From an optimization exercise on the open Yosys and OpenROAD flow, aimed at a short achievable clock period and few clock cycles; shortcuts taken in it are not production practice. In this exercise RTL edits were held to simulation tests only and were not proved equivalent to the original. Power and IR drop assume default switching activity.

File: design/flow/run.sh
#!/bin/bash
# synth_recipe.tcl (not shown) runs the flow's synth.tcl, then flattens the netlist and writes it again
# the make line also repeats each setting of config.mk as NAME=value (left out here)
make -C /OpenROAD-flow-scripts/flow DESIGN_CONFIG=/design/flow/config.mk WORK_HOME=/design/flow/orfs CLKGATE_MAP_FILE= SYNTH_SCRIPT=/design/flow/synth_recipe.tcl finish
File: design/flow/config.mk
export PLATFORM = sky130hd
export DESIGN_NAME = pq_delta
export DESIGN_NICKNAME = pq_delta
export VERILOG_FILES = /design/flow/design.v
export SDC_FILE = /design/flow/constraint.sdc
export NUM_CORES = 4
export LEC_CHECK = 0
export ABC_CLOCK_PERIOD_IN_PS = 3000
export CAP_MARGIN = 20
export CORE_MARGIN = 2
export CORE_UTILIZATION = 40
export PLACE_DENSITY = 0.6
export SETUP_SLACK_MARGIN = 5
export SLEW_MARGIN = 20
export TNS_END_PERCENT = 100
File: design/flow/constraint.sdc
create_clock -name core_clock -period 13.0 [get_ports {clk}]
set_input_delay 2.6000 -clock core_clock [delete_from_list [all_inputs] [get_ports {clk}]]
set_output_delay 2.6000 -clock core_clock [all_outputs]
set_load 0.01 [all_outputs]
File: design/flow/design.v
module pq_delta (
    input  wire        clk,
    input  wire        rst,
    input  wire        cmd_valid,
    output wire        cmd_ready,
    input  wire [63:0] cmd_word,
    input  wire [63:0] cmd_arg0,
    input  wire [31:0] cmd_inlen,
    input  wire [31:0] cmd_cap,
    input  wire        in_valid,
    output wire        in_ready,
    input  wire [7:0]  in_data,
    output wire        out_valid,
    input  wire        out_ready,
    output wire [63:0] out_data,
    output wire        done,
    output reg  [2:0]  done_status,
    output reg  [31:0] done_pos,
    output reg  [31:0] done_count
);
    localparam [7:0] OPC_DELTA32 = 8'h05;
    localparam [7:0] OPC_DELTA64 = 8'h06;
    localparam [2:0] ST_OK        = 3'd0;
    localparam [2:0] ST_TRUNCATED = 3'd1;
    localparam [2:0] ST_MALFORMED = 3'd2;
    localparam [2:0] ST_INVALID   = 3'd3;
    localparam [2:0] ST_BAD_ARG   = 3'd4;
    localparam [2:0] ST_CAPACITY  = 3'd5;
    localparam [3:0] P_IDLE  = 4'd0;
    localparam [3:0] P_HDR   = 4'd1;    
    localparam [3:0] P_MVAR  = 4'd2;    
    localparam [3:0] P_WWAIT = 4'd3;    
    localparam [3:0] P_WID   = 4'd4;    
    localparam [3:0] P_BODY  = 4'd5;    
    localparam [3:0] P_DIV   = 4'd6;    
    localparam [3:0] P_HCHK2 = 4'd7;    
    localparam [3:0] P_GDIV  = 4'd8;    
    localparam [3:0] P_GMUL  = 4'd9;    
    localparam [3:0] P_END   = 4'd10;   
    localparam       AW  = 7;           
    localparam       NB  = 1 << AW;     
    localparam       ND  = 32;          
    reg [3:0]  pstate;
    reg        cr;                      
    reg        ir;                      
    reg        done_q;
    reg        hfirst;
    reg [63:0] cmdw;
    reg [31:0] lim;
    reg [31:0] cap;
    wire [7:0] opc = cmdw[7:0];
    wire       w64 = (opc == OPC_DELTA64);
    reg [31:0] p;
    reg [3:0]  k;                       
    reg [1:0]  hidx;                    
    reg [63:0] bs, nmb, nv, fz;         
    reg [63:0] md_raw;                  
    reg [2:0]  pend_status;
    reg [31:0] pend_pos;
    reg [31:0] pend_count;
    reg [63:0] nper;
    reg [63:0] quot;
    reg [5:0]  drem;
    reg [6:0]  div_i;
    reg        hdr_post;                
    reg        gpow2;                   
    reg [5:0]  lg;                      
    reg [31:0] rem_blk;                 
    reg        final_blk;
    reg [32:0] p_wend;                  
    reg        md_post;
    reg [63:0] md_val;
    reg [12:0] L;                       
    reg [5:0]  widx;
    reg [12:0] S;                       
    reg        wv;                      
    reg [7:0]  w_q;
    reg        wlast_q;
    reg        bad_acc;
    reg        trunc_seen;
    reg [12:0] stopS;
    reg        tpend;
    reg        tvalid;
    reg [34:0] tstop;
    reg [31:0] rem_pp;                  
    reg [33:0] R;                       
    reg        bfirst;
    reg [61:0] gd_r;
    reg [32:0] gd_a;
    reg [32:0] gd_q;
    reg [5:0]  gd_i;
    reg [47:0] gm_b, gm_t;
    reg [4:0]  gm_i;
    reg [7:0]  bmem [0:NB-1];
    reg [AW:0] wcount, rcount;
    reg [6:0]  d_w     [0:ND-1];
    reg        d_first [0:ND-1];
    reg        d_last  [0:ND-1];
    reg        d_nblk  [0:ND-1];    
    reg [5:0]  dwp, dcp, drp;
    reg [31:0] e_last;              
    reg [63:0] fz_val;              
    reg [63:0] bmd     [0:15];
    reg [4:0]  bwp, brp;
    reg        blk_has;
    reg        cv;
    reg [6:0]  cw;
    reg [31:0] ce;
    reg        ce1;
    reg [63:0] cmd_v;
    reg        cfirst, clast;
    reg [63:0] cmask;
    reg [2:0]  o;
    reg        drain;
    reg        u2v;
    reg [71:0] u2win;
    reg [2:0]  u2o;
    reg [63:0] u2mask;
    reg [63:0] u2md;
    reg        u2first;
    reg        u3v;
    reg [63:0] u3x;
    reg        u3first;
    reg [63:0] prev;
    reg        hv;
    reg [63:0] hd;
    reg [63:0] ovf [0:3];
    reg [1:0]  ovr, ovw;
    reg [2:0]  ovn;
    reg [2:0]  cnt;
    reg        arg_fault;
    reg [2:0]  arg_code;
    always @(*) begin
        arg_fault = 1'b1;
        arg_code  = ST_OK;
        if (opc != OPC_DELTA32 && opc != OPC_DELTA64)
            arg_code = ST_INVALID;
        else if (cmdw[63:17] != 47'd0)
            arg_code = ST_BAD_ARG;
        else if (cmdw[16])
            arg_code = ST_BAD_ARG;
        else if (cmdw[15:8] != 8'd0)
            arg_code = ST_BAD_ARG;
        else
            arg_fault = 1'b0;
    end
    function [63:0] unzigzag_w(input [63:0] u, input is64);
        reg [63:0] v;
        begin
            v = {1'b0, u[63:1]} ^ {64{u[0]}};
            unzigzag_w = is64 ? v : {32'd0, v[31:0]};
        end
    endfunction
    function [63:0] put_group(input [63:0] t, input [3:0] kk, input [7:0] b);
        reg [63:0] r;
        integer j;
        begin
            r = t;
            for (j = 0; j < 9; j = j + 1)
                if (kk == j) r[7*j +: 7] = b[6:0];
            if (kk == 4'd9) r[63] = b[0];
            put_group = r;
        end
    endfunction
    function [63:0] wmask(input [6:0] w);
        integer j;
        begin
            for (j = 0; j < 64; j = j + 1)
                wmask[j] = (j < w);
        end
    endfunction
    wire        take    = in_valid & ir;
    wire        vend    = ~in_data[7];
    wire        v10bad  = (k == 4'd9) && (in_data[7:1] != 7'd0);
    wire [31:0] p1      = p + 32'd1;
    wire        p_eq_lim = (p == lim);
    wire [32:0] p1_nmb  = {1'b0, p1} + {27'd0, nmb[5:0]};
    wire        wchk_bad = (p1_nmb > {1'b0, lim});
    wire        h_bad   = (nmb == 64'd0) || (bs == 64'd0) || (nmb > 64'd32);
    reg         pow2;
    reg  [2:0]  sh;
    always @(*) begin
        pow2 = 1'b1;
        sh   = 3'd0;
        case (nmb[5:0])
        6'd1:  sh = 3'd0;
        6'd2:  sh = 3'd1;
        6'd4:  sh = 3'd2;
        6'd8:  sh = 3'd3;
        6'd16: sh = 3'd4;
        6'd32: sh = 3'd5;
        default: pow2 = 1'b0;
        endcase
    end
    wire [63:0] nper_f  = bs >> sh;
    wire [63:0] lowmask = ~(64'hFFFF_FFFF_FFFF_FFF8 << sh);    
    wire        rem_bad = ((bs & lowmask) != 64'd0);
    wire        cap_bad = (nv > {32'd0, cap});
    wire [60:0] g = nper[63:3];
    reg         g_p2;
    reg  [5:0]  g_lg;
    integer     gi;
    always @(*) begin
        g_lg = 6'd0;
        for (gi = 0; gi < 61; gi = gi + 1)
            if (g[gi]) g_lg = gi[5:0];
        g_p2 = ((g & (g - 61'd1)) == 61'd0);
    end
    wire [32:0] avail   = {1'b0, lim} - p_wend;
    wire [32:0] avail_s = avail >> lg;
    wire [12:0] L_f     = (avail_s > 33'd8191) ? 13'd8191 : avail_s[12:0];
    wire [73:0] b_sh    = {61'd0, S} << lg;
    wire [33:0] b_sat   = (b_sh[73:34] != 40'd0) ? {34{1'b1}} : b_sh[33:0];
    wire [73:0] t_sh    = {61'd0, stopS} << lg;
    wire [33:0] t_sat   = (t_sh[73:34] != 40'd0) ? {34{1'b1}} : t_sh[33:0];
    wire        pp_wbad = w64 ? (w_q > 8'd64) : (w_q > 8'd32);
    wire        pp_full = (nper[63:32] != 32'd0) || (nper[31:0] >= rem_pp);
    wire [31:0] pp_e    = pp_full ? rem_pp : nper[31:0];
    wire        pp_trn  = !trunc_seen && (S > L);
    wire        pp_wr   = wv && !trunc_seen && !pp_trn && (rem_pp != 32'd0);
    wire        pp_mal  = wv && wlast_q && (bad_acc || pp_wbad);
    wire        tfire   = tvalid && ({3'd0, p} >= tstop);
    wire [5:0]  d_used  = dwp - drp;
    wire [4:0]  bk_used = bwp - brp;
    wire        d_room  = (({1'b0, d_used} + {6'd0, wv} + {1'b0, nmb[5:0]}) <= 7'd32) &&
                          (bk_used <= 5'd13);
    wire [AW:0] b_avail = wcount - rcount;
    wire        b_room  = (b_avail <= NB - 2);
    wire [7:0]  ow      = {5'd0, o} + {1'b0, cw};
    wire [3:0]  need    = (ow + 8'd7) >> 3;
    wire        dq_av   = (drp != dcp);
    wire        issue   = cv && !drain && (cnt < 3'd4) && (b_avail >= need);
    wire        pop     = hv && out_ready;
    wire [31:0] ld_e    = d_first[drp[4:0]] ? 32'd1 :
                          d_last[drp[4:0]]  ? e_last : nper[31:0];
    reg  [71:0] win;
    integer     wi;
    always @(*) begin
        for (wi = 0; wi < 9; wi = wi + 1)
            win[8*wi +: 8] = bmem[(rcount[AW-1:0] + wi) % NB];
    end
    wire [71:0] u2sh    = u2win >> u2o;
    wire [63:0] u2val   = u2sh[63:0] & u2mask;
    wire [63:0] u2x     = u2val + u2md;
    wire [63:0] u3sum   = u3first ? u3x : (prev + u3x);
    wire [63:0] u3w     = w64 ? u3sum : {32'd0, u3sum[31:0]};
    wire [2:0]  cnt_nx  = cnt + {2'd0, issue} - {2'd0, pop};
    wire        drained = !cv && (drp == dcp) && (cnt_nx == 3'd0) && !hdr_post;
    wire        done_nx = (pstate == P_END) && !wv && !tpend && !tfire && drained;
    assign cmd_ready = cr;
    assign in_ready  = ir;
    assign done      = done_q;
    assign out_valid = hv;
    assign out_data  = hd;
    reg [3:0]  ns;
    reg [33:0] r_eff;
    always @(posedge clk) begin
        if (rst) begin
            pstate      <= P_IDLE;
            cr          <= 1'b1;
            ir          <= 1'b0;
            done_q      <= 1'b0;
            done_status <= ST_OK;
            done_pos    <= 32'd0;
            done_count  <= 32'd0;
            hdr_post    <= 1'b0;
            md_post     <= 1'b0;
            wv          <= 1'b0;
            tpend       <= 1'b0;
            tvalid      <= 1'b0;
            wcount      <= 6'd0;
            dwp         <= 6'd0;
            dcp         <= 6'd0;
            bwp         <= 5'd0;
        end else begin
            ns       = pstate;
            done_q   <= 1'b0;
            hdr_post <= 1'b0;
            md_post  <= 1'b0;
            wv       <= 1'b0;
            hfirst   <= 1'b0;
            r_eff    = bfirst ? b_sat : R;
            if (pstate == P_IDLE) begin
                bs  <= 64'd0;
                nmb <= 64'd0;
                nv  <= 64'd0;
                fz  <= 64'd0;
            end else if (pstate == P_HDR && take) begin
                case (hidx)
                2'd0: bs  <= put_group(bs,  k, in_data);
                2'd1: nmb <= put_group(nmb, k, in_data);
                2'd2: nv  <= put_group(nv,  k, in_data);
                default: fz <= put_group(fz, k, in_data);
                endcase
            end
            if (pstate != P_MVAR)
                md_raw <= 64'd0;
            else if (take)
                md_raw <= put_group(md_raw, k, in_data);
            if (pstate == P_BODY && ir)
                bmem[wcount[AW-1:0]] <= in_data;
            case (pstate)
            P_IDLE: begin
                cmdw   <= cmd_word;
                lim    <= cmd_inlen;
                cap    <= cmd_cap;
                p      <= 32'd0;
                k      <= 4'd0;
                hidx   <= 2'd0;
                wcount <= 0;
                dwp    <= 6'd0;
                dcp    <= 6'd0;
                bwp    <= 5'd0;
                trunc_seen <= 1'b0;
                tvalid <= 1'b0;
                tpend  <= 1'b0;
                bad_acc <= 1'b0;
                if (cmd_valid && cr) begin
                    ns     = P_HDR;
                    hfirst <= 1'b1;
                end
            end
            P_HDR: begin
                if (hfirst && arg_fault) begin
                    pend_status <= arg_code; pend_pos <= 32'd0; ns = P_END;
                end else if (p_eq_lim) begin
                    pend_status <= ST_TRUNCATED; pend_pos <= p; ns = P_END;
                end else if (take) begin
                    p <= p1;
                    k <= k + 4'd1;
                    if (v10bad) begin
                        pend_status <= ST_MALFORMED; pend_pos <= p1; ns = P_END;
                    end else if (vend) begin
                        k    <= 4'd0;
                        hidx <= hidx + 2'd1;
                        if (hidx == 2'd3) begin
                            if (h_bad) begin
                                pend_status <= ST_MALFORMED; pend_pos <= p1; ns = P_END;
                            end else if (!pow2) begin
                                quot  <= bs;
                                drem  <= 6'd0;
                                div_i <= 7'd0;
                                ns = P_DIV;
                            end else if (rem_bad) begin
                                pend_status <= ST_MALFORMED; pend_pos <= p1; ns = P_END;
                            end else if (cap_bad) begin
                                pend_status <= ST_CAPACITY; pend_pos <= p1; ns = P_END;
                            end else begin
                                nper    <= nper_f;
                                rem_blk <= nv[31:0] - 32'd1;
                                rem_pp  <= nv[31:0] - 32'd1;
                                pend_status <= ST_OK;
                                pend_pos    <= p1;
                                pend_count  <= nv[31:0];
                                if (nv != 64'd0) hdr_post <= 1'b1;
                                if (nv[31:1] == 31'd0) ns = P_END;
                                else ns = P_MVAR;
                            end
                        end
                    end
                end
            end
            P_DIV: begin
                quot  <= {quot[62:0], ({drem, quot[63]} >= {1'b0, nmb[5:0]})};
                drem  <= ({drem, quot[63]} >= {1'b0, nmb[5:0]}) ?
                         ({drem, quot[63]} - {1'b0, nmb[5:0]}) : {drem[4:0], quot[63]};
                div_i <= div_i + 7'd1;
                if (div_i == 7'd63) ns = P_HCHK2;
            end
            P_HCHK2: begin
                if (drem != 6'd0 || quot[2:0] != 3'd0) begin
                    pend_status <= ST_MALFORMED; pend_pos <= p; ns = P_END;
                end else if (cap_bad) begin
                    pend_status <= ST_CAPACITY; pend_pos <= p; ns = P_END;
                end else begin
                    nper    <= quot;
                    rem_blk <= nv[31:0] - 32'd1;
                    rem_pp  <= nv[31:0] - 32'd1;
                    pend_status <= ST_OK;
                    pend_pos    <= p;
                    pend_count  <= nv[31:0];
                    if (nv != 64'd0) hdr_post <= 1'b1;
                    if (nv[31:1] == 31'd0) ns = P_END;
                    else ns = P_MVAR;
                end
            end
            P_MVAR: begin
                if (p_eq_lim) begin
                    pend_status <= ST_TRUNCATED; pend_pos <= p; ns = P_END;
                end else if (take) begin
                    p <= p1;
                    k <= k + 4'd1;
                    if (v10bad) begin
                        pend_status <= ST_MALFORMED; pend_pos <= p1; ns = P_END;
                    end else if (vend) begin
                        k <= 4'd0;
                        if (wchk_bad) begin
                            pend_status <= ST_TRUNCATED; pend_pos <= p1; ns = P_END;
                        end else begin
                            md_post <= 1'b1;
                            p_wend  <= p1_nmb;
                            widx    <= 6'd0;
                            S       <= 13'd0;
                            if (bs[63:32] == 32'd0 && rem_blk > bs[31:0]) begin
                                final_blk <= 1'b0;
                                rem_blk   <= rem_blk - bs[31:0];
                            end else
                                final_blk <= 1'b1;
                            if (!g_p2) begin
                                gd_i <= 6'd0;
                                ns = P_GDIV;
                            end else if (d_room)
                                ns = P_WID;
                            else
                                ns = P_WWAIT;
                        end
                    end
                end
            end
            P_GDIV: begin
                gd_i <= gd_i + 6'd1;
                if (gd_i == 6'd0) begin
                    gd_a <= avail;
                    gd_r <= 62'd0;
                    gd_q <= 33'd0;
                end else if (gd_i <= 6'd33) begin
                    if ({gd_r[60:0], gd_a[32]} >= {1'b0, g}) begin
                        gd_r <= {gd_r[60:0], gd_a[32]} - {1'b0, g};
                        gd_q <= {gd_q[31:0], 1'b1};
                    end else begin
                        gd_r <= {gd_r[60:0], gd_a[32]};
                        gd_q <= {gd_q[31:0], 1'b0};
                    end
                    gd_a <= {gd_a[31:0], 1'b0};
                end else begin
                    L  <= (gd_q > 33'd8191) ? 13'd8191 : gd_q[12:0];
                    ns = P_WWAIT;
                end
            end
            P_WWAIT: begin
                if (d_room) ns = P_WID;
            end
            P_WID: begin
                if (take) begin
                    p       <= p1;
                    w_q     <= in_data;
                    wv      <= 1'b1;
                    wlast_q <= ({58'd0, widx} + 64'd1 == nmb);
                    S       <= S + {5'd0, in_data};
                    widx    <= widx + 6'd1;
                    if ({58'd0, widx} + 64'd1 == nmb) begin
                        if (S == 13'd0 && in_data == 8'd0) begin
                            if (final_blk) begin
                                pend_status <= ST_OK;
                                pend_pos    <= p1;
                                ns = P_END;
                            end else
                                ns = P_MVAR;
                        end else if (gpow2) begin
                            bfirst <= 1'b1;
                            ns = P_BODY;
                        end else begin
                            gm_i <= 5'd0;
                            ns = P_GMUL;
                        end
                    end
                end
            end
            P_GMUL: begin
                gm_i <= gm_i + 5'd1;
                if (gm_i == 5'd0) begin
                    gm_b <= 48'd0;
                    gm_t <= 48'd0;
                end else if (gm_i <= 5'd13) begin
                    if (S[gm_i - 5'd1])
                        gm_b <= gm_b + ({13'd0, (g[60:34] != 27'd0) ? 35'h4_0000_0000 : {1'b0, g[33:0]}} << (gm_i - 5'd1));
                    if (stopS[gm_i - 5'd1])
                        gm_t <= gm_t + ({13'd0, (g[60:34] != 27'd0) ? 35'h4_0000_0000 : {1'b0, g[33:0]}} << (gm_i - 5'd1));
                end else begin
                    R      <= (gm_b[47:34] != 14'd0) ? {34{1'b1}} : gm_b[33:0];
                    tstop  <= {2'd0, p_wend} + {1'b0, (gm_t[47:34] != 14'd0) ? {34{1'b1}} : gm_t[33:0]};
                    tvalid <= trunc_seen;
                    bfirst <= 1'b0;
                    ns = P_BODY;
                end
            end
            P_BODY: begin
                bfirst <= 1'b0;
                if (take) begin
                    p      <= p1;
                    wcount <= wcount + 1'b1;
                    R      <= r_eff - 34'd1;
                    if (r_eff == 34'd1) begin
                        if (final_blk) begin
                            pend_status <= ST_OK;
                            pend_pos    <= p1;
                            ns = P_END;
                        end else
                            ns = P_MVAR;
                    end
                end else
                    R <= r_eff;
            end
            P_END: begin
                if (done_nx) begin
                    done_q      <= 1'b1;
                    done_status <= pend_status;
                    done_pos    <= pend_pos;
                    done_count  <= (pend_status == ST_OK) ? pend_count : 32'd0;
                    ns = P_IDLE;
                end
            end
            default: ns = P_IDLE;
            endcase
            if (hdr_post) begin
                d_w[dwp[4:0]]     <= 7'd0;
                d_first[dwp[4:0]] <= 1'b1;
                d_last[dwp[4:0]]  <= (nv[31:0] == 32'd1);
                d_nblk[dwp[4:0]]  <= 1'b0;
                fz_val <= unzigzag_w(fz, w64);
                dwp <= dwp + 6'd1;
                dcp <= dcp + 6'd1;
                gpow2 <= g_p2;
                lg    <= g_lg;
            end
            if (md_post) begin
                md_val  <= unzigzag_w(md_raw, w64);
                bmd[bwp[3:0]] <= unzigzag_w(md_raw, w64);
                blk_has <= 1'b0;
                if (gpow2) L <= L_f;
            end
            if (wv) begin
                bad_acc <= bad_acc | pp_wbad;
                if (pp_trn) begin
                    trunc_seen <= 1'b1;
                    stopS      <= S - {5'd0, w_q};
                    tpend      <= gpow2;
                end
                if (pp_wr) begin
                    d_w[dwp[4:0]]     <= w_q[6:0];
                    d_first[dwp[4:0]] <= 1'b0;
                    d_last[dwp[4:0]]  <= pp_full;
                    d_nblk[dwp[4:0]]  <= !blk_has;
                    blk_has <= 1'b1;
                    if (pp_full) e_last <= pp_e;
                    rem_pp <= rem_pp - pp_e;
                end
                if (wlast_q) begin
                    bad_acc <= 1'b0;
                    if (bad_acc || pp_wbad) begin
                        dwp <= dcp;
                    end else begin
                        dwp <= dwp + {5'd0, pp_wr};
                        dcp <= dwp + {5'd0, pp_wr};
                        bwp <= bwp + {4'd0, (blk_has | pp_wr)};
                    end
                end else
                    dwp <= dwp + {5'd0, pp_wr};
            end
            if (tpend) begin
                tpend  <= 1'b0;
                tstop  <= {2'd0, p_wend} + {1'b0, t_sat};
                tvalid <= 1'b1;
            end
            if (tfire && pstate != P_IDLE) begin
                pend_status <= ST_TRUNCATED;
                pend_pos    <= tstop[31:0];
                tvalid      <= 1'b0;
                ns = P_END;
            end
            if (pp_mal) begin
                pend_status <= ST_MALFORMED;
                pend_pos    <= p_wend[31:0];
                tvalid      <= 1'b0;
                tpend       <= 1'b0;
                ns = P_END;
            end
            pstate <= ns;
            cr     <= (ns == P_IDLE) && !(pstate == P_END);
            ir     <= ((ns == P_HDR) || (ns == P_MVAR) || (ns == P_WID) || (ns == P_BODY)) && b_room;
        end
    end
    always @(posedge clk) begin
        if (rst) begin
            cv     <= 1'b0;
            drain  <= 1'b0;
            rcount <= 0;
            drp    <= 6'd0;
            brp    <= 5'd0;
            o      <= 3'd0;
            u2v    <= 1'b0;
            u3v    <= 1'b0;
            hv     <= 1'b0;
            ovr    <= 2'd0;
            ovw    <= 2'd0;
            ovn    <= 3'd0;
            cnt    <= 3'd0;
        end else begin
            u2win   <= win;
            u2o     <= o;
            u2mask  <= cmask;
            u2md    <= cmd_v;
            u2first <= cfirst;
            u2v     <= issue;
            u3x     <= u2x;
            u3first <= u2first;
            u3v     <= u2v;
            if (u3v) prev <= u3w;
            cnt <= cnt_nx;
            if (pstate == P_IDLE) begin
                cv     <= 1'b0;
                drain  <= 1'b0;
                rcount <= 0;
                drp    <= 6'd0;
                brp    <= 5'd0;
                o      <= 3'd0;
            end else begin
                if (drain)
                    rcount <= wcount;
                if (issue) begin
                    o      <= ow[2:0];
                    rcount <= rcount + ow[6:3];
                    ce     <= ce - 32'd1;
                    ce1    <= (ce == 32'd2);
                end
                if ((issue && ce1) || !cv) begin
                    if (issue && clast) drain <= 1'b1;
                    if (dq_av) begin
                        cv     <= 1'b1;
                        cw     <= d_w[drp[4:0]];
                        ce     <= ld_e;
                        ce1    <= (ld_e == 32'd1);
                        if (d_first[drp[4:0]])
                            cmd_v <= fz_val;
                        else if (d_nblk[drp[4:0]]) begin
                            cmd_v <= bmd[brp[3:0]];
                            brp   <= brp + 5'd1;
                        end
                        cfirst <= d_first[drp[4:0]];
                        clast  <= d_last[drp[4:0]];
                        cmask  <= wmask(d_w[drp[4:0]]);
                        drp    <= drp + 6'd1;
                    end else
                        cv <= 1'b0;
                end
            end
            if (!hv || pop) begin
                if (ovn != 3'd0) begin
                    hd  <= ovf[ovr];
                    hv  <= 1'b1;
                    ovr <= ovr + 2'd1;
                    if (u3v) begin
                        ovf[ovw] <= u3w;
                        ovw <= ovw + 2'd1;
                    end else
                        ovn <= ovn - 3'd1;
                end else if (u3v) begin
                    hd <= u3w;
                    hv <= 1'b1;
                end else
                    hv <= 1'b0;
            end else if (u3v) begin
                ovf[ovw] <= u3w;
                ovw <= ovw + 2'd1;
                ovn <= ovn + 3'd1;
            end
        end
    end
endmodule
==> results of run 1 <==
[state kept, by name, indices dropped and copies added, names as in the netlist, 71 cells and up, named ones only]
register	flops
bmd	1024
u2win	71
d_w	224
ovf	256
bmem	1024
[power by group through the flow]
stage	Sequential, mW	Combinational (mW)	Clock, mW
global route	19.1	7.69	15.0
detailed placement	19.3	6.96	0
global placement	19.3	6.88	0
floorplan	18.8	4.41	0
finish	19.0	7.08	14.3
CTS	19.0	7.02	14.5
[path summary, 6_finish.rpt]
kind | from | slack (ns) | to | cells past startpoint
setup / recovery | lg[4] | 5.27 | tstop[32] | 28
hold / removal | cmd_v[30] | 0.41 | u2md[30] | 0
setup reg to reg | lg[4] | 5.27 | tstop[32] | 28
hold reg to reg | cmd_v[30] | 0.41 | u2md[30] | 0
[cell type report]
cell class	instances	area, um2	share of cell area (%)
Clock inverter	316	3650	1.29
Tap cell	8350	10400	3.70
Sequential cell	4598	137000	48.4
Multi-Input combinational cell	11700	110000	39.1
Antenna cell	42	105	0.0372
Inverter	565	2140	0.759
Clock buffer	577	12600	4.45
Timing Repair inverter	1	5.00	0.00177
Timing Repair Buffer	757	6560	2.32
[layer usage]
layer  part of all wire (%)  track usage (%)  up-vias  wire (um)
li1                       -                -    71000          -
met5                  0.054            0.718        -        447
met1                     40             35.3    86800     332000
met3                     12             7.83     1676     102000
met2                     43             37.1     9963     358000
met4                    4.8             9.88       36      39900
[stage by stage]
stage	setup slack (ns)	hold slack, ns	instances	utilization (%)	power [mW]
2_1_floorplan	4.73	0.400	18000	-	23.2
3_3_place_gp	4.45	0.401	26000	42.3	26.1
3_5_place_dp	4.47	0.405	26000	42.3	26.2
4_1_cts	5.01	0.413	26900	44.9	40.4
5_1_grt	4.87	0.418	26900	45.0	41.7
6_report	5.27	0.410	26900	45.0	40.4
[layout by cell type (no fill, tap or decap), types with 117 or more instances in the layout]
cell type,n
sky130_fd_sc_hd__ha_1,660
sky130_fd_sc_hd__a21oi_1,887
sky130_fd_sc_hd__inv_1,552
sky130_fd_sc_hd__buf_4,470
sky130_fd_sc_hd__xnor2_1,494
sky130_fd_sc_hd__clkbuf_16,482
sky130_fd_sc_hd__edfxtp_1,4446
sky130_fd_sc_hd__mux4_2,2190
sky130_fd_sc_hd__mux2_2,130
sky130_fd_sc_hd__nor3_1,183
sky130_fd_sc_hd__mux2i_1,357
sky130_fd_sc_hd__nor4_1,155
sky130_fd_sc_hd__a21o_1,265
sky130_fd_sc_hd__a31oi_1,123
sky130_fd_sc_hd__xor2_1,287
sky130_fd_sc_hd__o21ai_0,693
sky130_fd_sc_hd__nand3_1,254
sky130_fd_sc_hd__nor2_1,1317
sky130_fd_sc_hd__nand2_1,1811
sky130_fd_sc_hd__nor2b_1,157
sky130_fd_sc_hd__nand4_1,117
sky130_fd_sc_hd__clkdlybuf4s50_1,266
sky130_fd_sc_hd__o21a_1,133
sky130_fd_sc_hd__dfxtp_1,140
[kinds of logic after synthesis]
kind of cell | share of synthesized area, %
flops | 54.2
buf+inv | 2.47
simple gates | 8.18
compound gates | 7.25
fa+ha+maj | 3.48
xor+xnor | 2.84
mux | 21.6
[critical path: cells and delay by family, from the launching register on]
kind	cells	cell delay (ns)
AOI/OAI and AO/OA	17	4.15
xor gates and xnor gates	1	0.07
adders and majority gates	2	0.61
buffers and inverters	2	1.02
DFF	1	0.32
and+or+nand+nor	6	1.29
[what timing repair did]
action,4_1_cts,5_1_grt
pin swaps,2,1
buffers inserted,3,5
endpoints found under the setup margin,51,100
resized for setup,3,25
cloned,1,1
==> impl_results.rst, run 1 <==
.. list-table::
   :header-rows: 1

   * - Metric
     - Value
   * - Boundary pin count
     - 340
   * - Synth async-reset ratio
     - 0%
   * - Worst clock skew
     - 0.107 ns
   * - Maximum VDD drop
     - 0.138 mV
   * - Global placer's final weighted congestion
     - 1.03
   * - Count of filler cells inserted in the layout
     - 55500
   * - Largest net degree at the start of global routing
     - 164
   * - Clock transition time at the flip-flop clock pins of the worst setup and hold paths
     - 0.06 ns
   * - Tightest Pin Transition
     - 1.26 ns
   * - Sort of element at the start of the critical path
     - flop
   * - Cell Pwr Density
     - 143 nW/um2
   * - Syn Area/Cell
     - 14.0 um2
   * - # Max-Cap Violations
     - 0
   * - Area of the mapped netlist
     - 252000 um2
   * - Post-CTS Hold Buffers
     - 0
   * - Post-route antenna net violation count
     - 0
   * - Required time of the critical path
     - 13.86 ns
   * - CP arrival
     - 8.59 ns
   * - Combinational Power Share
     - 17.6%
   * - Internal cell power
     - 28.4 mW
   * - Share of total power consumed by net switching
     - 29.7%
   * - Maximum single-stage delay on the critical path
     - 0.51 ns
   * - Number of detailed-routing iterations run before antenna repair
     - 9
   * - Yosys synthesis warning count
     - 1
   * - Run status
     - no timing/DRC/antenna violations
   * - Post-DR vias/cell
     - 6.29
   * - P&R area growth vs syn
     - 12.1%
   * - Relative contribution of the clock network to total power
     - 35.4%
   * - Count of flip-flops with a built-in enable after synthesis
     - 4446
   * - Switching power of the nets
     - 12.0 mW
   * - Leakage dissipation
     - 93.3 nW
   * - Worst hold path type
     - flop to flop
   * - Worst-Skew Late Latency
     - 1.14 ns
   * - First-pass GRT wire length
     - 1170000 um
   * - DRC Markers
     - 0
   * - Flip-flop cell with the highest count after synthesis
     - sky130_fd_sc_hd__edfxtp_1
   * - Cts bufs inserted
     - 479
   * - Proportion of layout cells with a drive suffix above 1
     - 20.6%
   * - Routed wire length
     - 832000 um
   * - Area share of the largest cell type after synthesis
     - 53.0%
   * - DIE WIDTH
     - 798 um
   * - Most area-consuming cells after synthesis
     - sky130_fd_sc_hd__edfxtp_1 53%, sky130_fd_sc_hd__mux4_2 20%, sky130_fd_sc_hd__ha_1 3.3%, sky130_fd_sc_hd__nand2_1 2.7%, sky130_fd_sc_hd__nor2_1 2.0%
   * - Crit share post-route
     - 59.5%
   * - Biggest area consumer among synthesized cells
     - sky130_fd_sc_hd__edfxtp_1
   * - Number of unique standard cell types used by synthesis
     - 111
   * - Nature of the critical path endpoint
     - flop
   * - Number of instances in the synthesized netlist
     - 18000
   * - Kind of critical path
     - flop to flop
   * - Area of the die
     - 636000 um2
   * - Number of nets in the synthesized netlist
     - 18800
   * - Number of pins exceeding their max-slew limit in the final report
     - 0
   * - Cell with the most instances after synthesis
     - sky130_fd_sc_hd__edfxtp_1
   * - Count of port buffers added during placement
     - 275
   * - Detailed router's first-iteration violation count
     - 23800
   * - Sequential fraction of design power
     - 47.1%
   * - Core region area
     - 628000 um2
   * - Synth Register Bits
     - 4598
   * - Vias in the first global route
     - 158000
   * - Per-cell routed wire length
     - 30.9 um
   * - Chip height
     - 798 um
   * - Number of antenna violations at the first check in global routing
     - 72
   * - Via count
     - 169000
   * - Total half-perimeter wirelength after legalization and detailed placement
     - 578000 um
   * - Clock tree sinks
     - 4598
   * - Area of placed instances
     - 266000 um2
   * - Cell chosen for the clock root
     - sky130_fd_sc_hd__clkbuf_16
   * - Max Root-Sink Buffers
     - 4
   * - Sequential area share after synthesis
     - 54.2%
   * - TNS Setup
     - 0 ns
   * - Number of nets in the final layout
     - 19000
   * - Tightest slew margin relative to the limit
     - 15.8%
   * - Fmax achieved
     - 0.129 GHz
   * - Synth cell count leaders
     - 4446 x sky130_fd_sc_hd__edfxtp_1, 2190 x sky130_fd_sc_hd__mux4_2, 1815 x sky130_fd_sc_hd__nand2_1, 1375 x sky130_fd_sc_hd__nor2_1, 898 x sky130_fd_sc_hd__a21oi_1
   * - Min Clock Period, post-route
     - 7.73 ns
   * - Max Fanout on Critical Path
     - 55
   * - Starting density of the core
     - 40.1%
   * - H-tree depth reported by CTS
     - 5
   * - Total routing resource utilization after global routing
     - 25.3%
   * - Clock tree from TritonCTS
     - yes
   * - Finish-stage setup viols
     - 0
   * - Setup repair after global routing missed its margin
     - true
   * - Cell area after layout
     - 282000 um2
   * - GRT overflow
     - 0
   * - Core Rows
     - 291
   * - CP max-delay cell
     - sky130_fd_sc_hd__buf_4
   * - Hold violation total from the final report
     - 0
Testbench counts, summed over its fixed seeds: cycles 237,043.
==> inputs of run 2 (changes only) <==
--- a/design/flow/design.v
+++ b/design/flow/design.v
@@ -60,4 +60,5 @@
     reg [31:0] pend_count;
     reg [63:0] nper;
+    reg        nper_hi;                 
     reg [63:0] quot;
     reg [5:0]  drem;
@@ -84,6 +85,13 @@
     reg [34:0] tstop;
     reg [31:0] rem_pp;                  
-    reg [33:0] R;                       
-    reg        bfirst;
+    reg        desc_done;               
+    reg [12:0] bhi;                     
+    reg [33:0] blo;                     
+    reg [33:0] blo_end;                 
+    reg [33:0] gmask;                   
+    reg [33:0] lim_m1;                  
+    reg [32:0] avail_q;                 
+    reg [33:0] tsat_q;
+    reg        tpend2;
     reg [61:0] gd_r;
     reg [32:0] gd_a;
@@ -91,4 +99,6 @@
     reg [5:0]  gd_i;
     reg [47:0] gm_b, gm_t;
+    reg [47:0] gm_g;                    
+    reg [12:0] gm_sb, gm_st;            
     reg [4:0]  gm_i;
     reg [7:0]  bmem [0:NB-1];
@@ -101,6 +111,6 @@
     reg [31:0] e_last;              
     reg [63:0] fz_val;              
-    reg [63:0] bmd     [0:15];
-    reg [4:0]  bwp, brp;
+    reg [63:0] bmd     [0:7];
+    reg [3:0]  bwp, brp;
     reg        blk_has;
     reg        cv;
@@ -110,13 +120,17 @@
     reg [63:0] cmd_v;
     reg        cfirst, clast;
-    reg [63:0] cmask;
     reg [2:0]  o;
+    reg [3:0]  need_q;                  
     reg        drain;
     reg        u2v;
     reg [71:0] u2win;
     reg [2:0]  u2o;
-    reg [63:0] u2mask;
+    reg [6:0]  u2w;
     reg [63:0] u2md;
     reg        u2first;
+    reg        u25v;
+    reg [63:0] u25val;
+    reg [63:0] u25md;
+    reg        u25first;
     reg        u3v;
     reg [63:0] u3x;
@@ -176,5 +190,5 @@
     wire        p_eq_lim = (p == lim);
     wire [32:0] p1_nmb  = {1'b0, p1} + {27'd0, nmb[5:0]};
-    wire        wchk_bad = (p1_nmb > {1'b0, lim});
+    wire        wchk_bad = lim_m1[33] || ({2'b00, p} > lim_m1);
     wire        h_bad   = (nmb == 64'd0) || (bs == 64'd0) || (nmb > 64'd32);
     reg         pow2;
@@ -207,28 +221,32 @@
         g_p2 = ((g & (g - 61'd1)) == 61'd0);
     end
-    wire [32:0] avail   = {1'b0, lim} - p_wend;
-    wire [32:0] avail_s = avail >> lg;
+    wire [32:0] avail_s = avail_q >> lg;
     wire [12:0] L_f     = (avail_s > 33'd8191) ? 13'd8191 : avail_s[12:0];
-    wire [73:0] b_sh    = {61'd0, S} << lg;
-    wire [33:0] b_sat   = (b_sh[73:34] != 40'd0) ? {34{1'b1}} : b_sh[33:0];
+    wire        blo_hit = gpow2 ? (blo == gmask) : (blo == blo_end);
+    wire        b_last  = blo_hit && (bhi == 13'd1);
     wire [73:0] t_sh    = {61'd0, stopS} << lg;
     wire [33:0] t_sat   = (t_sh[73:34] != 40'd0) ? {34{1'b1}} : t_sh[33:0];
     wire        pp_wbad = w64 ? (w_q > 8'd64) : (w_q > 8'd32);
-    wire        pp_full = (nper[63:32] != 32'd0) || (nper[31:0] >= rem_pp);
+    wire [32:0] pp_d    = {1'b0, rem_pp} - {1'b0, nper[31:0]};
+    wire        pp_full = nper_hi || pp_d[32] || (pp_d == 33'd0);
     wire [31:0] pp_e    = pp_full ? rem_pp : nper[31:0];
     wire        pp_trn  = !trunc_seen && (S > L);
-    wire        pp_wr   = wv && !trunc_seen && !pp_trn && (rem_pp != 32'd0);
+    wire        pp_wr   = wv && !trunc_seen && !pp_trn && !desc_done;
     wire        pp_mal  = wv && wlast_q && (bad_acc || pp_wbad);
+    wire        fin_w     = !(bs[63:32] == 32'd0 && rem_blk > bs[31:0]);
+    wire        final_now = md_post ? fin_w : final_blk;
     wire        tfire   = tvalid && ({3'd0, p} >= tstop);
     wire [5:0]  d_used  = dwp - drp;
-    wire [4:0]  bk_used = bwp - brp;
+    wire [3:0]  bk_used = bwp - brp;
     wire        d_room  = (({1'b0, d_used} + {6'd0, wv} + {1'b0, nmb[5:0]}) <= 7'd32) &&
-                          (bk_used <= 5'd13);
+                          (bk_used <= 4'd5);
     wire [AW:0] b_avail = wcount - rcount;
     wire        b_room  = (b_avail <= NB - 2);
     wire [7:0]  ow      = {5'd0, o} + {1'b0, cw};
-    wire [3:0]  need    = (ow + 8'd7) >> 3;
+    wire [7:0]  ow2     = {5'd0, ow[2:0]} + {1'b0, cw} + 8'd7;
+    wire [3:0]  need_nx = ow2[6:3];
+    wire [7:0]  ldw7    = {1'b0, d_w[drp[4:0]]} + 8'd7;
     wire        dq_av   = (drp != dcp);
-    wire        issue   = cv && !drain && (cnt < 3'd4) && (b_avail >= need);
+    wire        issue   = cv && !drain && (cnt < 3'd5) && (b_avail >= need_q);
     wire        pop     = hv && out_ready;
     wire [31:0] ld_e    = d_first[drp[4:0]] ? 32'd1 :
@@ -241,11 +259,12 @@
     end
     wire [71:0] u2sh    = u2win >> u2o;
-    wire [63:0] u2val   = u2sh[63:0] & u2mask;
-    wire [63:0] u2x     = u2val + u2md;
+    wire [63:0] u2val   = u2sh[63:0] & wmask(u2w);
+    wire [63:0] u25x    = u25val + u25md;
     wire [63:0] u3sum   = u3first ? u3x : (prev + u3x);
     wire [63:0] u3w     = w64 ? u3sum : {32'd0, u3sum[31:0]};
     wire [2:0]  cnt_nx  = cnt + {2'd0, issue} - {2'd0, pop};
-    wire        drained = !cv && (drp == dcp) && (cnt_nx == 3'd0) && !hdr_post;
-    wire        done_nx = (pstate == P_END) && !wv && !tpend && !tfire && drained;
+    wire        drained = !cv && (drp == dcp) && !hdr_post &&
+                          ((cnt == 3'd0) || (cnt == 3'd1 && pop));
+    wire        done_nx = (pstate == P_END) && !wv && !tpend && !tpend2 && !tfire && drained;
     assign cmd_ready = cr;
     assign in_ready  = ir;
@@ -254,5 +273,4 @@
     assign out_data  = hd;
     reg [3:0]  ns;
-    reg [33:0] r_eff;
     always @(posedge clk) begin
         if (rst) begin
@@ -268,9 +286,10 @@
             wv          <= 1'b0;
             tpend       <= 1'b0;
+            tpend2      <= 1'b0;
             tvalid      <= 1'b0;
             wcount      <= 6'd0;
             dwp         <= 6'd0;
             dcp         <= 6'd0;
-            bwp         <= 5'd0;
+            bwp         <= 4'd0;
         end else begin
             ns       = pstate;
@@ -280,5 +299,7 @@
             wv       <= 1'b0;
             hfirst   <= 1'b0;
-            r_eff    = bfirst ? b_sat : R;
+            lim_m1   <= {2'b00, lim} - {28'd0, nmb[5:0]} - 34'd1;
+            nper_hi  <= (nper[63:32] != 32'd0);
+            gmask    <= (lg >= 6'd34) ? {34{1'b1}} : ((34'd1 << lg) - 34'd1);
             if (pstate == P_IDLE) begin
                 bs  <= 64'd0;
@@ -298,6 +319,4 @@
             else if (take)
                 md_raw <= put_group(md_raw, k, in_data);
-            if (pstate == P_BODY && ir)
-                bmem[wcount[AW-1:0]] <= in_data;
             case (pstate)
             P_IDLE: begin
@@ -311,8 +330,9 @@
                 dwp    <= 6'd0;
                 dcp    <= 6'd0;
-                bwp    <= 5'd0;
+                bwp    <= 4'd0;
                 trunc_seen <= 1'b0;
                 tvalid <= 1'b0;
                 tpend  <= 1'b0;
+                tpend2 <= 1'b0;
                 bad_acc <= 1'b0;
                 if (cmd_valid && cr) begin
@@ -350,4 +370,6 @@
                                 rem_blk <= nv[31:0] - 32'd1;
                                 rem_pp  <= nv[31:0] - 32'd1;
+                    desc_done <= 1'b0;
+                                desc_done <= 1'b0;
                                 pend_status <= ST_OK;
                                 pend_pos    <= p1;
@@ -377,4 +399,5 @@
                     rem_blk <= nv[31:0] - 32'd1;
                     rem_pp  <= nv[31:0] - 32'd1;
+                    desc_done <= 1'b0;
                     pend_status <= ST_OK;
                     pend_pos    <= p;
@@ -400,11 +423,7 @@
                             md_post <= 1'b1;
                             p_wend  <= p1_nmb;
+                            avail_q <= lim_m1[32:0] - {1'b0, p};
                             widx    <= 6'd0;
                             S       <= 13'd0;
-                            if (bs[63:32] == 32'd0 && rem_blk > bs[31:0]) begin
-                                final_blk <= 1'b0;
-                                rem_blk   <= rem_blk - bs[31:0];
-                            end else
-                                final_blk <= 1'b1;
                             if (!g_p2) begin
                                 gd_i <= 6'd0;
@@ -421,5 +440,5 @@
                 gd_i <= gd_i + 6'd1;
                 if (gd_i == 6'd0) begin
-                    gd_a <= avail;
+                    gd_a <= avail_q;
                     gd_r <= 62'd0;
                     gd_q <= 33'd0;
@@ -451,5 +470,5 @@
                     if ({58'd0, widx} + 64'd1 == nmb) begin
                         if (S == 13'd0 && in_data == 8'd0) begin
-                            if (final_blk) begin
+                            if (final_now) begin
                                 pend_status <= ST_OK;
                                 pend_pos    <= p1;
@@ -458,5 +477,6 @@
                                 ns = P_MVAR;
                         end else if (gpow2) begin
-                            bfirst <= 1'b1;
+                            bhi     <= S + {5'd0, in_data};
+                            blo     <= 34'd0;
                             ns = P_BODY;
                         end else begin
@@ -470,27 +490,39 @@
                 gm_i <= gm_i + 5'd1;
                 if (gm_i == 5'd0) begin
-                    gm_b <= 48'd0;
-                    gm_t <= 48'd0;
-                end else if (gm_i <= 5'd13) begin
-                    if (S[gm_i - 5'd1])
-                        gm_b <= gm_b + ({13'd0, (g[60:34] != 27'd0) ? 35'h4_0000_0000 : {1'b0, g[33:0]}} << (gm_i - 5'd1));
-                    if (stopS[gm_i - 5'd1])
-                        gm_t <= gm_t + ({13'd0, (g[60:34] != 27'd0) ? 35'h4_0000_0000 : {1'b0, g[33:0]}} << (gm_i - 5'd1));
+                    gm_b  <= 48'd0;
+                    gm_t  <= 48'd0;
+                end else if (gm_i == 5'd1) begin
+                    gm_g  <= {13'd0, (g[60:34] != 27'd0) ? 35'h4_0000_0000 : {1'b0, g[33:0]}};
+                    gm_sb <= S;
+                    gm_st <= stopS;
+                end else if (gm_i <= 5'd14) begin
+                    if (gm_sb[0]) gm_b <= gm_b + gm_g;
+                    if (gm_st[0]) gm_t <= gm_t + gm_g;
+                    gm_g  <= {gm_g[46:0], 1'b0};
+                    gm_sb <= {1'b0, gm_sb[12:1]};
+                    gm_st <= {1'b0, gm_st[12:1]};
+                end else if (gm_i == 5'd15) begin
+                    gm_b <= {14'd0, (gm_b[47:34] != 14'd0) ? {34{1'b1}} : gm_b[33:0]};
+                    gm_t <= {14'd0, (gm_t[47:34] != 14'd0) ? {34{1'b1}} : gm_t[33:0]};
                 end else begin
-                    R      <= (gm_b[47:34] != 14'd0) ? {34{1'b1}} : gm_b[33:0];
-                    tstop  <= {2'd0, p_wend} + {1'b0, (gm_t[47:34] != 14'd0) ? {34{1'b1}} : gm_t[33:0]};
+                    bhi     <= 13'd1;
+                    blo     <= 34'd0;
+                    blo_end <= gm_b[33:0] - 34'd1;
+                    tstop  <= {2'd0, p_wend} + {1'b0, gm_t[33:0]};
                     tvalid <= trunc_seen;
-                    bfirst <= 1'b0;
                     ns = P_BODY;
                 end
             end
             P_BODY: begin
-                bfirst <= 1'b0;
                 if (take) begin
                     p      <= p1;
                     wcount <= wcount + 1'b1;
-                    R      <= r_eff - 34'd1;
-                    if (r_eff == 34'd1) begin
-                        if (final_blk) begin
+                    if (blo_hit) begin
+                        blo <= 34'd0;
+                        bhi <= bhi - 13'd1;
+                    end else
+                        blo <= blo + 34'd1;
+                    if (b_last) begin
+                        if (final_now) begin
                             pend_status <= ST_OK;
                             pend_pos    <= p1;
@@ -499,13 +531,12 @@
                             ns = P_MVAR;
                     end
-                end else
-                    R <= r_eff;
+                end
             end
             P_END: begin
+                done_status <= pend_status;
+                done_pos    <= pend_pos;
+                done_count  <= (pend_status == ST_OK) ? pend_count : 32'd0;
                 if (done_nx) begin
-                    done_q      <= 1'b1;
-                    done_status <= pend_status;
-                    done_pos    <= pend_pos;
-                    done_count  <= (pend_status == ST_OK) ? pend_count : 32'd0;
+                    done_q <= 1'b1;
                     ns = P_IDLE;
                 end
@@ -525,6 +556,8 @@
             end
             if (md_post) begin
+                final_blk <= fin_w;
+                if (!fin_w) rem_blk <= rem_blk - bs[31:0];
                 md_val  <= unzigzag_w(md_raw, w64);
-                bmd[bwp[3:0]] <= unzigzag_w(md_raw, w64);
+                bmd[bwp[2:0]] <= unzigzag_w(md_raw, w64);
                 blk_has <= 1'b0;
                 if (gpow2) L <= L_f;
@@ -543,6 +576,7 @@
                     d_nblk[dwp[4:0]]  <= !blk_has;
                     blk_has <= 1'b1;
-                    if (pp_full) e_last <= pp_e;
-                    rem_pp <= rem_pp - pp_e;
+                    e_last <= rem_pp;
+                    rem_pp <= pp_d[31:0];
+                    if (pp_full) desc_done <= 1'b1;
                 end
                 if (wlast_q) begin
@@ -553,12 +587,17 @@
                         dwp <= dwp + {5'd0, pp_wr};
                         dcp <= dwp + {5'd0, pp_wr};
-                        bwp <= bwp + {4'd0, (blk_has | pp_wr)};
+                        bwp <= bwp + {3'd0, (blk_has | pp_wr)};
                     end
                 end else
                     dwp <= dwp + {5'd0, pp_wr};
             end
+            tpend2 <= 1'b0;
             if (tpend) begin
                 tpend  <= 1'b0;
-                tstop  <= {2'd0, p_wend} + {1'b0, t_sat};
+                tpend2 <= 1'b1;
+                tsat_q <= t_sat;
+            end
+            if (tpend2) begin
+                tstop  <= {2'd0, p_wend} + {1'b0, tsat_q};
                 tvalid <= 1'b1;
             end
@@ -574,4 +613,5 @@
                 tvalid      <= 1'b0;
                 tpend       <= 1'b0;
+                tpend2      <= 1'b0;
                 ns = P_END;
             end
@@ -581,4 +621,7 @@
         end
     end
+    always @(posedge clk)
+        if (pstate == P_BODY && ir)
+            bmem[wcount[AW-1:0]] <= in_data;
     always @(posedge clk) begin
         if (rst) begin
@@ -587,7 +630,8 @@
             rcount <= 0;
             drp    <= 6'd0;
-            brp    <= 5'd0;
+            brp    <= 4'd0;
             o      <= 3'd0;
             u2v    <= 1'b0;
+            u25v   <= 1'b0;
             u3v    <= 1'b0;
             hv     <= 1'b0;
@@ -599,11 +643,15 @@
             u2win   <= win;
             u2o     <= o;
-            u2mask  <= cmask;
+            u2w     <= cw;
             u2md    <= cmd_v;
             u2first <= cfirst;
             u2v     <= issue;
-            u3x     <= u2x;
-            u3first <= u2first;
-            u3v     <= u2v;
+            u25val   <= u2val;
+            u25md    <= u2md;
+            u25first <= u2first;
+            u25v     <= u2v;
+            u3x     <= u25x;
+            u3first <= u25first;
+            u3v     <= u25v;
             if (u3v) prev <= u3w;
             cnt <= cnt_nx;
@@ -613,5 +661,5 @@
                 rcount <= 0;
                 drp    <= 6'd0;
-                brp    <= 5'd0;
+                brp    <= 4'd0;
                 o      <= 3'd0;
             end else begin
@@ -620,4 +668,5 @@
                 if (issue) begin
                     o      <= ow[2:0];
+                    need_q <= need_nx;
                     rcount <= rcount + ow[6:3];
                     ce     <= ce - 32'd1;
@@ -629,4 +678,6 @@
                         cv     <= 1'b1;
                         cw     <= d_w[drp[4:0]];
+                        o      <= 3'd0;
+                        need_q <= ldw7[6:3];
                         ce     <= ld_e;
                         ce1    <= (ld_e == 32'd1);
@@ -634,10 +685,9 @@
                             cmd_v <= fz_val;
                         else if (d_nblk[drp[4:0]]) begin
-                            cmd_v <= bmd[brp[3:0]];
-                            brp   <= brp + 5'd1;
+                            cmd_v <= bmd[brp[2:0]];
+                            brp   <= brp + 4'd1;
                         end
                         cfirst <= d_first[drp[4:0]];
                         clast  <= d_last[drp[4:0]];
-                        cmask  <= wmask(d_w[drp[4:0]]);
                         drp    <= drp + 6'd1;
                     end else
==> design/flow/flow/run.sh (new file) <==
#!/bin/bash
# The standard ORFS layout, unchanged synthesis; only repair_timing is asked
# for a larger setup margin so that it sizes and buffers the paths harder.
set -uo pipefail
bash standard.sh synth > synth.log 2>&1 || exit 1
bash standard.sh SETUP_SLACK_MARGIN=9 TNS_END_PERCENT=100 finish > layout.log 2>&1 || exit 1
==> design/flow/standard.sh (new file) <==
#!/bin/bash
# synth_recipe.tcl (not shown) runs the flow's synth.tcl, then flattens the netlist and writes it again
# the make line also repeats each setting of config.mk as NAME=value (left out here)
make -C /OpenROAD-flow-scripts/flow DESIGN_CONFIG=/design/flow/config.mk WORK_HOME=/design/flow/orfs CLKGATE_MAP_FILE= SYNTH_SCRIPT=/design/flow/synth_recipe.tcl "${@:-finish}"
--- a/design/flow/config.mk
+++ b/design/flow/config.mk
@@ -9,7 +9,6 @@
 export CAP_MARGIN = 20
 export CORE_MARGIN = 2
-export CORE_UTILIZATION = 40
-export PLACE_DENSITY = 0.6
-export SETUP_SLACK_MARGIN = 5
+export CORE_UTILIZATION = 65
+export PLACE_DENSITY = 0.75
 export SLEW_MARGIN = 20
 export TNS_END_PERCENT = 100
removed: design/flow/run.sh
==> impl_results.rst, run 2 <==
.. list-table::
   :header-rows: 1

   * - Metric
     - Value
   * - Global placer's final weighted congestion
     - 1.04 (+0.85%)
   * - Kind of critical path
     - flop to flop
   * - Worst clock skew
     - 0.118 ns (+0.0108 ns)
   * - Cts bufs inserted
     - 443 (-7.5%)
   * - Area of the die
     - 373000 um2 (-41%)
   * - Hold violation total from the final report
     - 0 (unchanged)
   * - Number of unique standard cell types used by synthesis
     - 110 (-0.90%)
   * - Number of antenna violations at the first check in global routing
     - 91 (+26%)
   * - Yosys synthesis warning count
     - 1 (unchanged)
   * - Max Fanout on Critical Path
     - 7 (-87%)
   * - Count of port buffers added during placement
     - 275 (unchanged)
   * - Routed wire length
     - 843000 um (+1.3%)
   * - Via count
     - 174000 (+2.4%)
   * - Vias in the first global route
     - 161000 (+2.3%)
   * - Most area-consuming cells after synthesis
     - sky130_fd_sc_hd__edfxtp_1 53%, sky130_fd_sc_hd__mux4_2 18%, sky130_fd_sc_hd__ha_1 3.4%, sky130_fd_sc_hd__nand2_1 2.6%, sky130_fd_sc_hd__nor2_1 2.2%
   * - TNS Setup
     - 0 ns (unchanged)
   * - Hold path start
     - u2md[51]
   * - Number of detailed-routing iterations run before antenna repair
     - 13 (+4)
   * - Cell Pwr Density
     - 139 nW/um2 (-3.0%)
   * - Flip-flop cell with the highest count after synthesis
     - sky130_fd_sc_hd__edfxtp_1
   * - Cell with the most instances after synthesis
     - sky130_fd_sc_hd__edfxtp_1
   * - Proportion of layout cells with a drive suffix above 1
     - 28.4% (+7.8 points)
   * - Sort of element at the start of the critical path
     - flop
   * - Crit share post-route
     - 34.3% (-25 points)
   * - Biggest area consumer among synthesized cells
     - sky130_fd_sc_hd__edfxtp_1
   * - # Max-Cap Violations
     - 0 (unchanged)
   * - Commonest non-fill, non-tap cells in the layout
     - 4204 x sky130_fd_sc_hd__edfxtp_1, 1938 x sky130_fd_sc_hd__mux4_2, 1588 x sky130_fd_sc_hd__nand2_1, 1172 x sky130_fd_sc_hd__nor2_1, 717 x sky130_fd_sc_hd__buf_4
   * - Maximum VDD drop
     - 0.169 mV (+22%)
   * - Internal cell power
     - 27.1 mW (-4.5%)
   * - Total half-perimeter wirelength after legalization and detailed placement
     - 518000 um (-10%)
   * - H-tree depth reported by CTS
     - 5 (unchanged)
   * - Max Root-Sink Buffers
     - 4 (unchanged)
   * - Number of instances in the synthesized netlist
     - 17300 (-3.8%)
   * - First-pass GRT wire length
     - 1150000 um (-1.9%)
   * - Number of flip-flops in the largest register
     - 1024
   * - Number of nets in the synthesized netlist
     - 18100 (-3.7%)
   * - DRC Markers
     - 0 (unchanged)
   * - Min Clock Period, post-route
     - 4.45 ns (-3.28 ns)
   * - Critical path launch point
     - nper[17]
   * - Fmax achieved
     - 0.225 GHz (+74%)
   * - Switching power of the nets
     - 11.7 mW (-2.2%)
   * - Cell chosen for the clock root
     - sky130_fd_sc_hd__clkbuf_16
   * - Total routing resource utilization after global routing
     - 43.2% (+18 points)
   * - Post-DR vias/cell
     - 7.40 (+18%)
   * - Synth async-reset ratio
     - 0% (unchanged)
   * - Clock transition time at the flip-flop clock pins of the worst setup and hold paths
     - 0.07 ns (about the same)
   * - Area of the mapped netlist
     - 239000 um2 (-4.9%)
   * - Clock tree sinks
     - 4355 (-5.3%)
   * - Syn Area/Cell
     - 13.9 um2 (-1.2%)
   * - Leakage dissipation
     - 96.6 nW (+3.5%)
   * - Starting density of the core
     - 65.4% (+25 points)
   * - Count of flip-flops with a built-in enable after synthesis
     - 4204 (-5.4%)
   * - Area of placed instances
     - 249000 um2 (-6.5%)
   * - DIE WIDTH
     - 611 um (-23%)
   * - GRT overflow
     - 0 (unchanged)
   * - Tightest slew margin relative to the limit
     - 14.2% (-1.6 points)
   * - Sequential area share after synthesis
     - 54.0% (-0.22 points)
   * - Sequential fraction of design power
     - 45.6% (-1.5 points)
   * - Clock tree from TritonCTS
     - yes
   * - Count of filler cells inserted in the layout
     - 21200 (-62%)
   * - Core region area
     - 366000 um2 (-42%)
   * - Area share of the largest cell type after synthesis
     - 52.7% (-0.28 points)
   * - Largest net degree at the start of global routing
     - 175 (+6.7%)
   * - Boundary pin count
     - 340 (unchanged)
   * - Run status
     - no timing/DRC/antenna violations
   * - P&R area growth vs syn
     - 17.0%
   * - Fraction of the core area covered by cells at the end of the flow
     - 76.5% (+32 points)
   * - Finish-stage setup viols
     - 0 (unchanged)
   * - Combinational Power Share
     - 20.8% (+3.2 points)
   * - R2R Path Start
     - nper[17]
   * - Cell area after layout
     - 280000 um2 (-0.80%)
   * - Synth cell count leaders
     - 4204 x sky130_fd_sc_hd__edfxtp_1, 1938 x sky130_fd_sc_hd__mux4_2, 1634 x sky130_fd_sc_hd__nand2_1, 1380 x sky130_fd_sc_hd__nor2_1, 837 x sky130_fd_sc_hd__a21oi_1
   * - Nature of the critical path endpoint
     - flop
   * - Worst hold path type
     - flop to flop
   * - Chip height
     - 611 um (-23%)
   * - Per-cell routed wire length
     - 35.9 um (+16%)
   * - Detailed router's first-iteration violation count
     - 26300 (+11%)
   * - Number of pins exceeding their max-slew limit in the final report
     - 0 (unchanged)
   * - Post-route antenna net violation count
     - 0 (unchanged)
   * - Tightest Pin Transition
     - 1.29 ns (+0.0265 ns)
   * - Most frequent standard cell in the layout excluding fill and tap cells
     - sky130_fd_sc_hd__edfxtp_1
   * - Core Rows
     - 222 (-24%)
   * - Setup repair after global routing missed its margin
     - true
   * - Worst-Skew Late Latency
     - 1.06 ns (-0.08 ns)
   * - Relative contribution of the clock network to total power
     - 33.6% (-1.8 points)
   * - Number of nets in the final layout
     - 19100 (+0.37%)
   * - Share of total power consumed by net switching
     - 30.2% (+0.50 points)
   * - Required time of the critical path
     - 13.77 ns (-0.09 ns)
   * - Synth Register Bits
     - 4355 (-5.3%)
   * - CP arrival
     - 5.23 ns (-3.36 ns)
==> run 2: path summary, 6_finish.rpt <==
check / cells after the start / slack (ns) / end
setup / recovery: 18 / 8.55 / gd_r[59]
hold / removal: 0 / 0.42 / u25md[51]
setup reg to reg: 18 / 8.55 / gd_r[59]
hold reg to reg: 0 / 0.42 / u25md[51]
==> run 2: cell type report <==
class | count | area, um2 | area share, %
Antenna cell | 63 | 158 | 0.0563
Clock buffer | 540 | 11700 | 4.16
Clock inverter | 272 | 2850 | 1.02
Inverter | 510 | 2050 | 0.733
Multi-Input combinational cell | 11400 | 111000 | 39.5
Sequential cell | 4355 | 129000 | 46.2
Tap cell | 4816 | 6030 | 2.15
Timing Repair Buffer | 1458 | 17200 | 6.14
Timing Repair inverter | 4 | 40.0 | 0.0143
==> run 2: logic make-up (layout without fill, tap and decap cells) <==
| kind of cell | Yosys count | in the layout | share of synthesized area [%] |
|---|---|---|---|
| multiplexers | 2616 | 2616 | 21.2 |
| AO/OA/AOI/OAI | 2818 | 2822 | 7.25 |
| flip-flops | 4355 | 4355 | 54.0 |
| XOR/XNOR | 946 | 946 | 3.46 |
| adder cells (fa/ha/maj) | 675 | 675 | 3.60 |
| AND/OR/NAND/NOR | 4360 | 4375 | 8.15 |
| other | 0 | 63 | 0 |
| buffers and inverters | 1499 | 2784 | 2.39 |
==> run 2: stage by stage <==
stage / worst slack, ns / hold slack (ns) / total power, mW / cells
floorplan: 6.64 / 0.400 / 22.0 / 17300
global placement: 6.25 / 0.401 / 24.5 / 21800
detailed placement: 6.18 / 0.405 / 24.6 / 21800
CTS: 8.67 / 0.405 / 38.0 / 23100
global route: 8.52 / 0.416 / 39.8 / 23400
finish: 8.55 / 0.417 / 38.8 / 23500
==> run 2: power groups by stage <==
stage          sequential [mW]  clock [mW]  combinational (mW)
2_1_floorplan             17.7           0                4.30
3_3_place_gp              18.0           0                6.45
3_5_place_dp              18.1           0                6.57
4_1_cts                   17.7        12.9                7.35
5_1_grt                   17.8        13.5                8.50
6_report                  17.7        13.1                8.07
==> run 2: critical path: stages (launching register included) <==
cell and delay, ns:
sky130_fd_sc_hd__edfxtp_1 0.39, sky130_fd_sc_hd__buf_12 0.17, sky130_fd_sc_hd__clkinvlp_4 0.16, sky130_fd_sc_hd__ha_1 0.39
sky130_fd_sc_hd__inv_1 0.14, sky130_fd_sc_hd__o211ai_1 0.13, sky130_fd_sc_hd__a21oi_2 0.17, sky130_fd_sc_hd__o21ai_1 0.12
sky130_fd_sc_hd__or4_1 0.44, sky130_fd_sc_hd__o21ai_0 0.18, sky130_fd_sc_hd__buf_4 0.20, sky130_fd_sc_hd__o2111ai_1 0.21
sky130_fd_sc_hd__a211oi_2 0.45, sky130_fd_sc_hd__o21a_1 0.23, sky130_fd_sc_hd__o21ai_0 0.11, sky130_fd_sc_hd__a21oi_1 0.27
sky130_fd_sc_hd__xnor2_1 0.14, sky130_fd_sc_hd__mux2i_2 0.21, sky130_fd_sc_hd__nor2_1 0.06
==> run 2: routing by layer <==
layer | vias to the layer above | share of wire (%) | global-route usage (%)
li1 | 69700 | - | -
met1 | 85200 | 32 | 54.3
met2 | 14900 | 43 | 63.3
met3 | 3601 | 15 | 16.0
met4 | 70 | 9.0 | 27.9
met5 | - | 0.091 | 0.271
==> run 2: repair_timing <==
action / in CTS / in global routing
setup endpoints to repair: 3201 / 2925
pin swaps: 295 / 291
gates resized for setup: 1961 / 615
hold buffers: 0 / 0
setup buffers: 446 / 212
gates cloned: 97 / 58
Testbench counts of run 2, summed over its fixed seeds: cycles 237,316.

-- afterwards: timing with drivers on the ports --
Ports are ideal in the flow. The routed layouts listed here were re-timed in OpenROAD. Step 1 assumes that a clkbuf_16 drives the clock port and a buf_2 every other input. Step 2 moves the port delays by t, midway between the first and last clock arrival at a register: inputs arrive t later, outputs are due t later. That takes back most of the time a late clock gives input paths. Three values: no drivers, after step 1, after step 2; two values: the first two.
| run | shift t [ns] | slack for setup (ns) | worst register clock-pin slew, ns |
|---|---|---|---|
| run 1 | 1.220 | 5.266 / 5.266 / 5.266 | 0.07 / 0.07 |
| run 2 | 1.139 | 8.546 / 8.475 / 7.337 | 0.08 / 0.08 |
After both steps setup and hold are still met in every run listed. For run 2, which loses most, drivers alone change the setup slack by -0.071 ns; drivers and shift together by -1.209 ns.
